Source: an optimization exercise on an open RTL-to-GDS flow (aim: small area, a short achievable clock period and few clock cycles per item). Production flows keep margins and buffers that such runs may drop. RTL that was checked went through simulation tests only; none was proved equivalent to the original. Power figures rest on the tool's default switching activity, not on a simulated workload.

==> flow/design.v (excerpt) <==
module sk_unit (
    input  wire         clk,
    input  wire         rst,           
    input  wire         cmd_valid,
    output wire         cmd_ready,
    input  wire [63:0]  cmd_word,
    input  wire [63:0]  key_in,
    input  wire [63:0]  min_in,
    input  wire [63:0]  max_in,
    input  wire [63:0]  px_in,
    input  wire [63:0]  now_us,
    output reg          done,
    output reg  [3:0]   errcode,
    output reg          init,
    output reg  [3:0]   cursor,
    output reg  [63:0]  master,
    output wire [63:0]  result,
    output reg  [63:0]  px_out,
    input  wire [3:0]   sk_idx,
    output wire [63:0]  subkey
);
    localparam integer KM   = 6;                        
    localparam integer NDIG = (64 + KM - 1) / KM;       
    localparam integer PAD  = KM * NDIG - 64;           
    localparam integer I1   = 1;                        
    localparam integer I2   = 2;
  ...
For scale: about 660 I/O pins, about 50,000 sq um of cells after synthesis.
clock: 8.0 ns
lec_check: 0
cap_margin: 40
core_margin: 2
core_utilization: 45
gpl_routability_driven: 1
place_density: 0.6
slew_margin: 40
synth_hierarchical: 1
synth_minimum_keep_size: 0
run.sh (not shown) runs the stock make flow with config.mk's settings and CLKGATE_MAP_FILE= SYNTH_SCRIPT=/design/flow/synth_recipe.tcl, a recipe that flattens the netlist after the stock synthesis.
The starting point ran to the end with no violations.
Then changed:
--- a/flow/design.v
+++ b/flow/design.v
@@ -113,42 +113,48 @@
     input  wire a, b,
     output wire y
 );
     assign y = a & b;
 endmodule
 module sk_div_mid #(parameter integer K = 8) (      
     input  wire [15:0]  rem_in,
     input  wire [K-1:0] bits,
     input  wire [15:0]  d,           
     input  wire [16:0]  m2,          
     input  wire [17:0]  m3,          
     output wire [15:0]  rem_out,
-    output wire [K-1:0] q
+    output wire [K-1:0] q,
+    output wire [63:0]  last_c,      
+    output wire [3:0]   last_p
 );
     wire [15:0] r [0:K/2];
     assign r[0] = rem_in;
     genvar j;
     generate
         for (j = 0; j < K / 2; j = j + 1) begin : g_step
             wire [17:0] t = {r[j], bits[K-1-2*j], bits[K-2-2*j]};
             wire [17:0] s1, s2, s3;
             wire        ge1, ge2, ge3;                       
             sk_ks #(.N(18), .T(1)) u_a1 (.a(t), .b(~{2'b00, d}), .cin(1'b0), .sum(s1), .cout(ge1));
             sk_ks #(.N(18), .T(1)) u_a2 (.a(t), .b(~{1'b0, m2}), .cin(1'b0), .sum(s2), .cout(ge2));
             sk_ks #(.N(18), .T(1)) u_a3 (.a(t), .b(~m3),         .cin(1'b0), .sum(s3), .cout(ge3));
             wire p3 = ge3, p2 = ge2 & ~ge3, p1 = ge1 & ~ge2, p0 = ~ge1;
             assign r[j+1] = ({16{p3}} & s3[15:0]) | ({16{p2}} & s2[15:0]) |
                             ({16{p1}} & s1[15:0]) | ({16{p0}} & t[15:0]);
             assign q[K-1-2*j] = ge2;
             assign q[K-2-2*j] = ge3 | (ge1 & ~ge2);
+            if (j == K / 2 - 1) begin : g_last
+                assign last_c = {s3[15:0], s2[15:0], s1[15:0], t[15:0]};
+                assign last_p = {p3, p2, p1, p0};
+            end
         end
     endgenerate
     assign rem_out = r[K/2];
 endmodule
 module sk_ks #(parameter integer N = 16, parameter integer T = 0) (
     input  wire [N-1:0] a,
     input  wire [N-1:0] b,
     input  wire         cin,
     output wire [N-1:0] sum,
     output wire         cout
 );
     function integer clog2;
@@ -403,28 +409,31 @@
     end
     wire [5:0]   nxt = cnt + 6'd1;
     reg  [KM-1:0] nb_nx;
     always @(*) begin
         if (is_t)
             nb_nx = master[63 -: KM];
         else if (wide)
             nb_nx = {craw[~nxt], {(KM-1){1'b0}}};
         else
             nb_nx = r_ext[64 + PAD - KM * nxt[4:0] -: KM];
     end
     wire [15:0]   mid_rem;
+    wire [63:0]   mid_c;
+    wire [3:0]    mid_p;
     wire [KM-1:0] mid_q;
     sk_div_mid #(.K(KM)) u_mid (.rem_in(rem[15:0]), .bits(nb), .d(dm1[15:0]),
                                 .m2({dm1[15:0], 1'b1}), .m3(m3),
-                                .rem_out(mid_rem), .q(mid_q));
+                                .rem_out(mid_rem), .q(mid_q),
+                                .last_c(mid_c), .last_p(mid_p));
     wire [63:0] wide_rem;
     sk_div_wide u_wide (.rem_in(rem), .bit_in(nb[KM-1]), .d(dm1), .rem_out(wide_rem));
     wire last  = wide ? (cnt == 6'd63) : (cnt == NDIG - 1);
     wire in_div = (state == S_DIV);
     wire acc       = idle & cmd_valid;
     wire go_init   = acc & ok & is_init;
     wire go_initt  = acc & ok & is_initt;
     wire go_raw    = acc & ok & is_raw;
     wire go_range  = acc & ok & is_range;
     wire ld_range  = acc & is_range;                   
     wire fin_t     = in_div & is_t & last;             
     wire fin_r     = in_div & ~is_t & last;            
@@ -432,27 +441,32 @@
     wire step_t   = in_div & is_t;                     
     reg  [63:0] rem_other, master_other;
     always @(*) begin
         rem_other = rem;
         if (go_init | go_raw | fin_t)  rem_other = 64'd0;
         else if (go_initt)             rem_other = now_us >> (64 - MTT);
         else if (go_range)             rem_other = rem_load;
         else if (in_div)               rem_other = wide_rem;
         master_other = master;
         if (go_init)                   master_other = key_in;
         else if (go_initt)             master_other = now_us << (MTT + KM);
     end
+    wire        sm       = step_mid & ~rst;
+    wire [3:0]  sel_mid  = mid_p & {4{sm}};
+    wire [63:0] rem_keep = rst ? 64'd0 : rem_other;
+    wire [15:0] rem_lo   = ({16{sel_mid[3]}} & mid_c[63:48]) | ({16{sel_mid[2]}} & mid_c[47:32]) |
+                           ({16{sel_mid[1]}} & mid_c[31:16]) | ({16{sel_mid[0]}} & mid_c[15:0]) |
+                           ({16{~sm}} & rem_keep[15:0]);
     always @(posedge clk) begin
-        if (step_mid & ~rst) rem <= {48'd0, mid_rem};
-        else                 rem <= rst ? 64'd0 : rem_other;
+        rem <= {rem_keep[63:16] & {48{~sm}}, rem_lo};
         if (step_t & ~rst)   master <= {master[63-KM:0], mid_q};
         else                 master <= rst ? 64'd0 : master_other;
     end
     always @(posedge clk) begin
         if (ld_range) begin
             dm1  <= d_new;
             m3   <= {2'b00, d_new[15:0]} + {1'b0, d_new[15:0], 1'b0} + 18'd2;
             wide <= n_wide;
             nb   <= nb_load;
             cnt  <= cnt_load;
             is_t <= 1'b0;
         end else if (go_initt) begin
Sequential cell count does not change.
Cell count decreases slightly.
Synthesized area falls slightly.
Maximum frequency goes up slightly.
Via count drops slightly.
Final area decreases slightly.
Total power falls by about a fifth.
Die area came out lower slightly.
Routed wire length went down by a few percent.
Count of clock-buffer cells in the layout fell by 9.
Setup slack is better by 0.028 ns.
Testbench counts after the change, summed over its fixed seeds: cycles 17,942, items 2,400.
Only the layout flow was run in the first run of this note; the RTL was not checked for function there.

## separate check: timing with driven ports
The flow's constraints put no driver on any port. The routed layouts listed below were extracted and timed again, unchanged, in two steps.
Step 1, drivers: a clkbuf_16 drives clk and a buf_2 each remaining input, both assumed.
Step 2 times the ports against the registers' clock, not the clock port: input delays grow and output delays shrink by t, the midpoint of the rising clock arrivals with the driver on.
a / b / c = no drivers / after step 1 / after step 2; a / b = the first two.
| run | t (ns) | setup slack, ns | latest minus earliest clock arrival (ns) |
|---|---|---|---|
| the first run | 0.701 | 0.137 / 0.119 / -0.024 | 0.063 / 0.063 |
| the second run | 0.738 | 0.166 / 0.109 / 0.061 | 0.051 / 0.051 |
With both steps, setup timing fails in the first run, where it was met with ideal ports. For the first run, which loses most, drivers alone change the setup slack by -0.018 ns; drivers and shift together by -0.161 ns.
